Background: an optimization exercise with open tools, aiming at small area, a short achievable clock period and few clock cycles per item. Do not read the settings as production practice.
The RTL was checked by simulation tests, not by an equivalence proof against the original design.

`run.sh`:
```
#!/bin/bash
# synth_recipe.tcl (not shown) runs the flow's synth.tcl, then flattens the netlist and writes it again
# the make line also repeats each setting of config.mk as NAME=value (left out here)
make -C /OpenROAD-flow-scripts/flow DESIGN_CONFIG=/design/flow/config.mk WORK_HOME=/design/flow/orfs CLKGATE_MAP_FILE= SYNTH_SCRIPT=/design/flow/synth_recipe.tcl finish
```
`config.mk`:
```
export PLATFORM = sky130hd
export DESIGN_NAME = bd_quant
export DESIGN_NICKNAME = bd_quant
export VERILOG_FILES = /design/flow/design.v
export SDC_FILE = /design/flow/constraint.sdc
export NUM_CORES = 8
export LEC_CHECK = 0
export CAP_MARGIN = 20
export CORE_MARGIN = 2
export CORE_UTILIZATION = 40
export SLEW_MARGIN = 20
export SYNTH_MEMORY_MAX_BITS = 16384
```
`constraint.sdc`:
```
create_clock -name core_clock -period 70.0 [get_ports {clk}]
set_input_delay 14.0000 -clock core_clock [delete_from_list [all_inputs] [get_ports {clk}]]
set_output_delay 14.0000 -clock core_clock [all_outputs]
set_load 0.01 [all_outputs]
```
`design.v`:
```
module bd_quant (
    input  wire       clk,
    input  wire       rst,           
    input  wire       cmd_valid,
    output wire       cmd_ready,
    input  wire [3:0] cmd_alg,       
    input  wire [7:0] cmd_thresh,    
    input  wire [7:0] cmd_msize,     
    input  wire       cmd_inv,
    input  wire [7:0] cmd_width,     
    input  wire [7:0] cmd_height,    
    input  wire       pix_valid,
    output wire       pix_ready,
    input  wire [7:0] pix_r,
    input  wire [7:0] pix_g,
    input  wire [7:0] pix_b,
    output reg        out_valid,
    input  wire       out_ready,
    output reg        out_bit
);
    localparam MAXW = 240;
    localparam [3:0] A_FLAT = 4'd0, A_FS  = 4'd1, A_BAYER = 4'd2, A_ATK = 4'd3,
                     A_JAR  = 4'd4, A_STU = 4'd5, A_BUR   = 4'd6, A_SIE = 4'd7,
                     A_SIL  = 4'd8;
    reg        running;
    reg [3:0]  alg;
    reg [7:0]  thresh;
    reg [1:0]  nlog;         
    reg        inv;
    reg [7:0]  width;
    reg [7:0]  height;
    reg [7:0]  x;            
    reg [7:0]  y;
    wire is_ed = (alg != A_FLAT) && (alg != A_BAYER);
    assign cmd_ready = !running;
    wire [7:0] last_step = is_ed ? width + 8'd1 : width - 8'd1;
    wire       have_pix  = running && (x < width);
    wire       out_free  = !out_valid || out_ready;
    assign pix_ready = have_pix && out_free;
    wire       pix_fire  = pix_valid && pix_ready;
    wire       step      = pix_fire || (running && !have_pix);
    wire [17:0] lum = 18'd299 * pix_r + 18'd587 * pix_g + 18'd114 * pix_b;
    wire d_flat = lum > 18'd102000;
    function [5:0] bayer8;
        input [2:0] r, c;
        begin
            bayer8 = {b2(r[0], c[0]), b2(r[1], c[1]), b2(r[2], c[2])};
        end
    endfunction
    function [1:0] b2;
        input r, c;
        begin
            case ({r, c})
                2'b00: b2 = 2'd0;
                2'b01: b2 = 2'd2;
                2'b10: b2 = 2'd3;
                default: b2 = 2'd1;
            endcase
        end
    endfunction
    reg [5:0] bm;
    always @* begin
        case (nlog)
            2'd1:    bm = {4'd0, b2(y[0], x[0])};
            2'd2:    bm = {2'd0, b2(y[0], x[0]), b2(y[1], x[1])};
            default: bm = bayer8(y[2:0], x[2:0]);
        endcase
    end
    wire [26:0] bay_lhs = ({9'd0, lum} << (2 * nlog + 1)) + 27'd510000 * bm;
    wire [26:0] bay_rhs = (27'd3000 * thresh) << (2 * nlog);
    wire        d_bayer = bay_lhs >= bay_rhs;
    localparam WW = 22;      
    localparam MW = 20;      
    reg signed [MW-1:0] m1 [0:MAXW-1];
    reg signed [MW-1:0] m2 [0:MAXW-1];
    reg signed [WW-1:0] ra, rb;
    reg signed [WW-1:0] n1w [0:3];
    reg signed [WW-1:0] n2w [0:3];
    wire signed [WW-1:0] up = (y != 8'd0 && x < width) ? {{(WW-MW){m1[x][MW-1]}}, m1[x]} : {WW{1'b0}};
    wire signed [WW-1:0] w  = $signed({{(WW-18){1'b0}}, lum}) + up + ra;
    wire signed [WW-1:0] thr1000 = $signed({{(WW-18){1'b0}}, 18'd1000 * thresh});
    wire                 d_ed = w >= thr1000;
    wire signed [WW-1:0] e  = !have_pix ? {WW{1'b0}} :
                              d_ed ? w - $signed(22'd255000) : w;
    function signed [WW-1:0] share;
        input signed [WW-1:0] ev;
        input [3:0] n;
        input [2:0] k;
        input [4:0] q;
        reg signed [WW+3:0] p;
        reg signed [WW+3:0] s;
        reg [WW+2:0] mag;
        reg [WW+2:0] quo;
        begin
            p = ev * $signed({1'b0, n});
            s = p >>> k;
            if (s < 0) mag = -s + q - 1;
            else       mag = s;
            quo = mag / q;
            if (s < 0) share = -$signed(quo[WW-1:0]);
            else       share = quo[WW-1:0];
        end
    endfunction
    reg signed [WW-1:0] sh [0:11];
    integer i;
    always @* begin
        for (i = 0; i < 12; i = i + 1) sh[i] = {WW{1'b0}};
        case (alg)
            A_FS: begin                          
                sh[0] = share(e, 4'd7, 3'd4, 5'd1);
                sh[3] = share(e, 4'd3, 3'd4, 5'd1);
                sh[4] = share(e, 4'd5, 3'd4, 5'd1);
                sh[5] = share(e, 4'd1, 3'd4, 5'd1);
            end
            A_ATK: begin                         
                sh[0] = share(e, 4'd1, 3'd3, 5'd1);
                sh[1] = share(e, 4'd1, 3'd3, 5'd1);
                sh[3] = share(e, 4'd1, 3'd3, 5'd1);
                sh[4] = share(e, 4'd1, 3'd3, 5'd1);
                sh[5] = share(e, 4'd1, 3'd3, 5'd1);
                sh[9] = share(e, 4'd1, 3'd3, 5'd1);
            end
            A_JAR: begin                         
                sh[0]  = share(e, 4'd7, 3'd4, 5'd3);
                sh[1]  = share(e, 4'd5, 3'd4, 5'd3);
                sh[2]  = share(e, 4'd3, 3'd4, 5'd3);
                sh[3]  = share(e, 4'd5, 3'd4, 5'd3);
                sh[4]  = share(e, 4'd7, 3'd4, 5'd3);
                sh[5]  = share(e, 4'd5, 3'd4, 5'd3);
                sh[6]  = share(e, 4'd3, 3'd4, 5'd3);
                sh[7]  = share(e, 4'd1, 3'd4, 5'd3);
                sh[8]  = share(e, 4'd3, 3'd4, 5'd3);
                sh[9]  = share(e, 4'd5, 3'd4, 5'd3);
                sh[10] = share(e, 4'd3, 3'd4, 5'd3);
                sh[11] = share(e, 4'd1, 3'd4, 5'd3);
            end
            A_STU: begin                         
                sh[0]  = share(e, 4'd8, 3'd1, 5'd21);
                sh[1]  = share(e, 4'd4, 3'd1, 5'd21);
                sh[2]  = share(e, 4'd2, 3'd1, 5'd21);
                sh[3]  = share(e, 4'd4, 3'd1, 5'd21);
                sh[4]  = share(e, 4'd8, 3'd1, 5'd21);
                sh[5]  = share(e, 4'd4, 3'd1, 5'd21);
                sh[6]  = share(e, 4'd2, 3'd1, 5'd21);
                sh[7]  = share(e, 4'd1, 3'd1, 5'd21);
                sh[8]  = share(e, 4'd2, 3'd1, 5'd21);
                sh[9]  = share(e, 4'd4, 3'd1, 5'd21);
                sh[10] = share(e, 4'd2, 3'd1, 5'd21);
                sh[11] = share(e, 4'd1, 3'd1, 5'd21);
            end
            A_BUR: begin                         
                sh[0] = share(e, 4'd8, 3'd5, 5'd1);
                sh[1] = share(e, 4'd4, 3'd5, 5'd1);
                sh[2] = share(e, 4'd2, 3'd5, 5'd1);
                sh[3] = share(e, 4'd4, 3'd5, 5'd1);
                sh[4] = share(e, 4'd8, 3'd5, 5'd1);
                sh[5] = share(e, 4'd4, 3'd5, 5'd1);
                sh[6] = share(e, 4'd2, 3'd5, 5'd1);
            end
            A_SIE: begin                         
                sh[0]  = share(e, 4'd5, 3'd5, 5'd1);
                sh[1]  = share(e, 4'd3, 3'd5, 5'd1);
                sh[2]  = share(e, 4'd2, 3'd5, 5'd1);
                sh[3]  = share(e, 4'd4, 3'd5, 5'd1);
                sh[4]  = share(e, 4'd5, 3'd5, 5'd1);
                sh[5]  = share(e, 4'd4, 3'd5, 5'd1);
                sh[6]  = share(e, 4'd2, 3'd5, 5'd1);
                sh[8]  = share(e, 4'd2, 3'd5, 5'd1);
                sh[9]  = share(e, 4'd3, 3'd5, 5'd1);
                sh[10] = share(e, 4'd2, 3'd5, 5'd1);
            end
            A_SIL: begin                         
                sh[0] = share(e, 4'd2, 3'd2, 5'd1);
                sh[3] = share(e, 4'd1, 3'd2, 5'd1);
                sh[4] = share(e, 4'd1, 3'd2, 5'd1);
            end
            default: ;
        endcase
    end
    wire [7:0] wcol = x - 8'd2;
    wire       wr_col = (x >= 8'd2);
    wire signed [WW-1:0] m2_old = (y != 8'd0) ? {{(WW-MW){m2[wcol][MW-1]}}, m2[wcol]} : {WW{1'b0}};
    wire signed [WW-1:0] n1_done = n1w[0] + sh[2] + m2_old;
    wire signed [WW-1:0] n2_done = n2w[0] + sh[7];
    reg d;
    always @* begin
        case (alg)
            A_FLAT:  d = d_flat;
            A_BAYER: d = d_bayer;
            default: d = d_ed;
        endcase
    end
    always @(posedge clk) begin
        if (rst) begin
            running   <= 1'b0;
            out_valid <= 1'b0;
            out_bit   <= 1'b0;
            x         <= 8'd0;
            y         <= 8'd0;
            ra        <= {WW{1'b0}};
            rb        <= {WW{1'b0}};
            for (i = 0; i < 4; i = i + 1) begin
                n1w[i] <= {WW{1'b0}};
                n2w[i] <= {WW{1'b0}};
            end
        end else begin
            if (out_ready) out_valid <= 1'b0;
            if (pix_fire) begin
                out_valid <= 1'b1;
                out_bit   <= d ^ inv;
            end
            if (!running) begin
                if (cmd_valid) begin
                    running <= 1'b1;
                    alg     <= (cmd_alg > A_SIL) ? A_FLAT : cmd_alg;
                    thresh  <= cmd_thresh;
                    case (cmd_msize)
                        8'd2:    nlog <= 2'd1;
                        8'd8:    nlog <= 2'd3;
                        default: nlog <= 2'd2;
                    endcase
                    inv     <= cmd_inv;
                    width   <= cmd_width;
                    height  <= cmd_height;
                    x       <= 8'd0;
                    y       <= 8'd0;
                    ra      <= {WW{1'b0}};
                    rb      <= {WW{1'b0}};
                    for (i = 0; i < 4; i = i + 1) begin
                        n1w[i] <= {WW{1'b0}};
                        n2w[i] <= {WW{1'b0}};
                    end
                end
            end else if (step) begin
                if (is_ed) begin
                    if (wr_col) begin
                        m1[wcol] <= n1_done[MW-1:0];
                        m2[wcol] <= n2_done[MW-1:0];
                    end
                end
                if (x == last_step) begin
                    x  <= 8'd0;
                    y  <= y + 8'd1;
                    if (y == height - 8'd1) running <= 1'b0;
                    ra <= {WW{1'b0}};
                    rb <= {WW{1'b0}};
                    for (i = 0; i < 4; i = i + 1) begin
                        n1w[i] <= {WW{1'b0}};
                        n2w[i] <= {WW{1'b0}};
                    end
                end else begin
                    x      <= x + 8'd1;
                    ra     <= rb + sh[0];
                    rb     <= sh[1];
                    n1w[0] <= n1w[1] + sh[3];
                    n1w[1] <= n1w[2] + sh[4];
                    n1w[2] <= n1w[3] + sh[5];
                    n1w[3] <= sh[6];
                    n2w[0] <= n2w[1] + sh[8];
                    n2w[1] <= n2w[2] + sh[9];
                    n2w[2] <= n2w[3] + sh[10];
                    n2w[3] <= sh[11];
                end
            end
        end
    end
endmodule
```
==> notes.md <==
-- cell type report --
class                   instances  area (um^2)  area share
inverters                     770         2940     0.00588
diodes                        131          328    0.000656
well taps                   14700        18400      0.0369
clock buffers                1385        29500      0.0590
repair buffers                998         8300      0.0166
flip-flops and latches       9862       294000       0.588
clock inverters               474         3590     0.00719
multi-input cells           13300       143000       0.286
-- state kept, by name, indices dropped and copies added, names as in the netlist, 8 cells and up, named ones only --
register / cells
ra: 22
n1w: 80
m1: 4800
rb: 22
m2: 4800
n2w: 80
width: 8
x: 8
thresh: 8
height: 8
y: 8
-- routing by layer --
layer | share of wire | routed length (um) | up-vias | global-route usage
met4 | 0.053 | 76700 | 36 | 0.114
met3 | 0.094 | 137000 | 2404 | 0.0507
met1 | 0.39 | 572000 | 138000 | 0.351
met5 | 0.00017 | 245 | - | 0
li1 | - | - | 104000 | -
met2 | 0.46 | 669000 | 13300 | 0.399
-- cell families (layout without fill, tap and decap cells) --
| family | Yosys count | count (layout) |
|---|---|---|
| fa+ha+maj | 906 | 906 |
| other cells | 0 | 131 |
| compound gates | 3488 | 3488 |
| xor+xnor | 1404 | 1404 |
| flops | 9862 | 9862 |
| simple gates | 4090 | 4090 |
| buf+inv | 2036 | 3627 |
| mux | 3366 | 3366 |
-- worst max-delay path: cells and delay by family --
family / cells / cell delay, ns
adder cells (fa/ha/maj): 18 / 7.08
XOR/XNOR: 8 / 2.90
AND/OR/NAND/NOR: 22 / 6.14
multiplexers: 3 / 1.03
buffers and inverters: 18 / 3.04
AO/OA/AOI/OAI: 64 / 19.86
-- final timing paths --
check / slack (ns) / end / depth (start not counted) / from
hold reg to reg: 0.47 / rb[0]$_SDFFE_PP0P_ / 2 / rb[0]$_SDFFE_PP0P_
setup / recovery: 16.38 / m1[120][19]$_DFFE_PP_ / 133 / pix_b[1]
setup reg to reg: 28.14 / m1[120][19]$_DFFE_PP_ / 116 / register
hold / removal: 0.47 / rb[0]$_SDFFE_PP0P_ / 2 / rb[0]$_SDFFE_PP0P_
-- cell usage in the layout (no fill, tap or decap), types with 142 or more instances in the layout --
cell type / instances
a21o_1: 165
a21oi_1: 879
a22oi_1: 314
a31oi_1: 142
buf_4: 876
clkbuf_1: 242
clkbuf_16: 1139
clkinv_1: 228
clkinv_2: 143
dfxtp_1: 221
edfxtp_1: 9631
fa_1: 196
ha_1: 669
inv_1: 744
mux2i_1: 244
mux4_2: 3018
nand2_1: 1041
nand3_1: 317
nor2_1: 1132
nor2_4: 251
nor3_1: 302
o21ai_0: 513
o21bai_1: 203
xnor2_1: 993
xor2_1: 329
-- metrics by stage --
stage               hold slack [ns]   util  std cells
finish                        0.467  0.453      41600
floorplan                     0.432      -      25200
detailed placement            0.456  0.423      39600
global placement              0.445  0.423      39600
CTS                           0.468  0.453      41500
global route                  0.482  0.453      41600
==> impl_metrics.tcl <==
set metrics [dict create \
    dpl_cell_area_um2 466000 \
    synth_simple_gate_area_frac 0.0433 \
    place_worst_setup_slack_ns 15.62 \
    cts.path.max_buffers 6 \
    synth.area.mux_share 0.162 \
    finish.instance_area_um2 500000 \
    fin_tns_setup_ns 0 \
    post_cts.resized_instances 0 \
    grt_setup_unrepaired "no" \
    worst_pin_slew_ns 1.35 \
    cts-root-buf "clkbuf_16" \
    synth_most_common_cell "edfxtp_1" \
    globalplace.congestion 0.979 \
    post_synthesis_compound_gate_area_fraction 0.0536 \
    cp_data_required_time_ns 70.81 \
    final_antenna_net_count 0 \
    cts.sinks 9862 \
    cts-htree-levels 7 \
    async_flop_share 0 \
    most_frequent_cells_after_synthesis "9631 x edfxtp_1, 3018 x mux4_2, 1394 x nor2_1, 1051 x nand2_1, 1036 x xnor2_1" \
    core_um2 1100000 \
    fillCellCount 93700 \
    synth_xor_area_frac 0.0283 \
    endpoints_failing_hold 0 \
    cpPeakStageDelay_ns 0.82 \
    detail_route.drc_violations 0 \
    ys_dominant_reg_cell "edfxtp_1" \
    detailroute.via_count 257000 \
    fin_ws_ns 16.38 \
    cp-start-kind "input port" \
    area_delta_synth_final_pct 13.1 \
    final_net_count 26900 \
    die_y_mm 1.05 \
    cts.hold.buffers_added 0 \
    worstPathMaxFanout 240 \
    numCtsBuffers 1110 \
    viasPerCell 6.18 \
    initial_core_util 0.401 \
    worst-endpoint-arrival_ns 54.43 \
    holdCritPathClass "reg2reg" \
    dp_hpwl_mm 902 \
    cts_post_setup_buffers_inserted 0 \
    grt_antenna_before_repair 125 \
    dieArea_um2 1110000 \
    synth_top_cells_by_area "edfxtp_1 65%, mux4_2 15%, xnor2_1 2.1%" \
    clock_skew_ns 0.115 \
    syn-num-nets 26100 \
    post_route_cells_drive_above_1_share 0.227 \
    period_minus_slack_ns 53.62 \
    outcome "no timing/DRC/antenna violations" \
    row_count 386 \
    io_buffer_count 69 \
    wl_per_cell_um 34.9 \
    synthDominantAreaCellType "edfxtp_1" \
    critical_path.endpoint_type "register" \
    synth.ff_latch_count 9862 \
    vias_in_the_first_global_route 249000 \
    cell_area_after_synthesis_um2 442000 \
    gate_count_after_technology_mapping 25200 \
    drv_cap 0 \
    grtUsageTotal 0.256 \
    drt-total-wl_mm 1450 \
    yosys.area.top_type_share 0.655 \
    timing.fmax_mhz 18.6 \
    die_x_mm 1.05 \
    timing.final.setup_violations 0 \
    critical-path-slowest-cell "a222oi_1" \
    path_clk_slew_ns 0.06 \
    floorplan.io_pins 70 \
    overflow 0 \
    synth-adder-area-share 0.0288 \
    grt_max_degree 241 \
    tritoncts "yes" \
    synth-seq-area-share 0.665 \
    number_of_flops_mapped_to_enable_cells_by_yosys 9631 \
    clock_latency_ns 1.25 \
    synth_warnings 4 \
    maxSlewHeadroom 0.101 \
    detailedRoute.firstPassIterationCount 8 \
    syn_area_per_cell_um2 17.6 \
    synth_top_family_by_area "multiplexers" \
    netlist-cell-type-count 165 \
    min_period_over_period 0.766 \
    crit_type "in2reg" \
    wire_length_of_the_first_global_routing_pass_mm 2000 \
    detailedRoute.firstIterationViolations 35100 \
    timing.final.max_slew_violations 0 \
]
Testbench counts, summed over its fixed seeds: cycles 61,816, items 61,440.

[afterwards: timing with drivers on the ports]
The flow's constraints put no driver on any port. The routed layout listed below was extracted and timed again, unchanged, in two steps.
Step 1 (the two cells are an assumption about what drives the block):
set clk [get_ports {clk}]
set_driving_cell -lib_cell sky130_fd_sc_hd__clkbuf_16 $clk
set_driving_cell -lib_cell sky130_fd_sc_hd__buf_2 [delete_from_list [all_inputs] $clk]
Step 2 adds t to the input delays and takes it off the output delays; t is the mean of the earliest and latest rising clock arrival at the registers after step 1. Input paths then give back, and output paths get back, about the clock's delay inside the block.
Three values: no drivers, after step 1, after step 2; two values: the first two.
t, ns: 1.348
slack for setup (ns): 16.379 / 16.506 / 15.158
hold slack, ns: 0.467 / 0.467 / 0.467
slew at the worst register clock pin (ns): 0.09 / 0.09
cell pins on the clock port's net: 1
After both steps this run still meets setup and hold. The setup slack of this run moves by +0.127 ns with the drivers and by -1.221 ns with both steps.
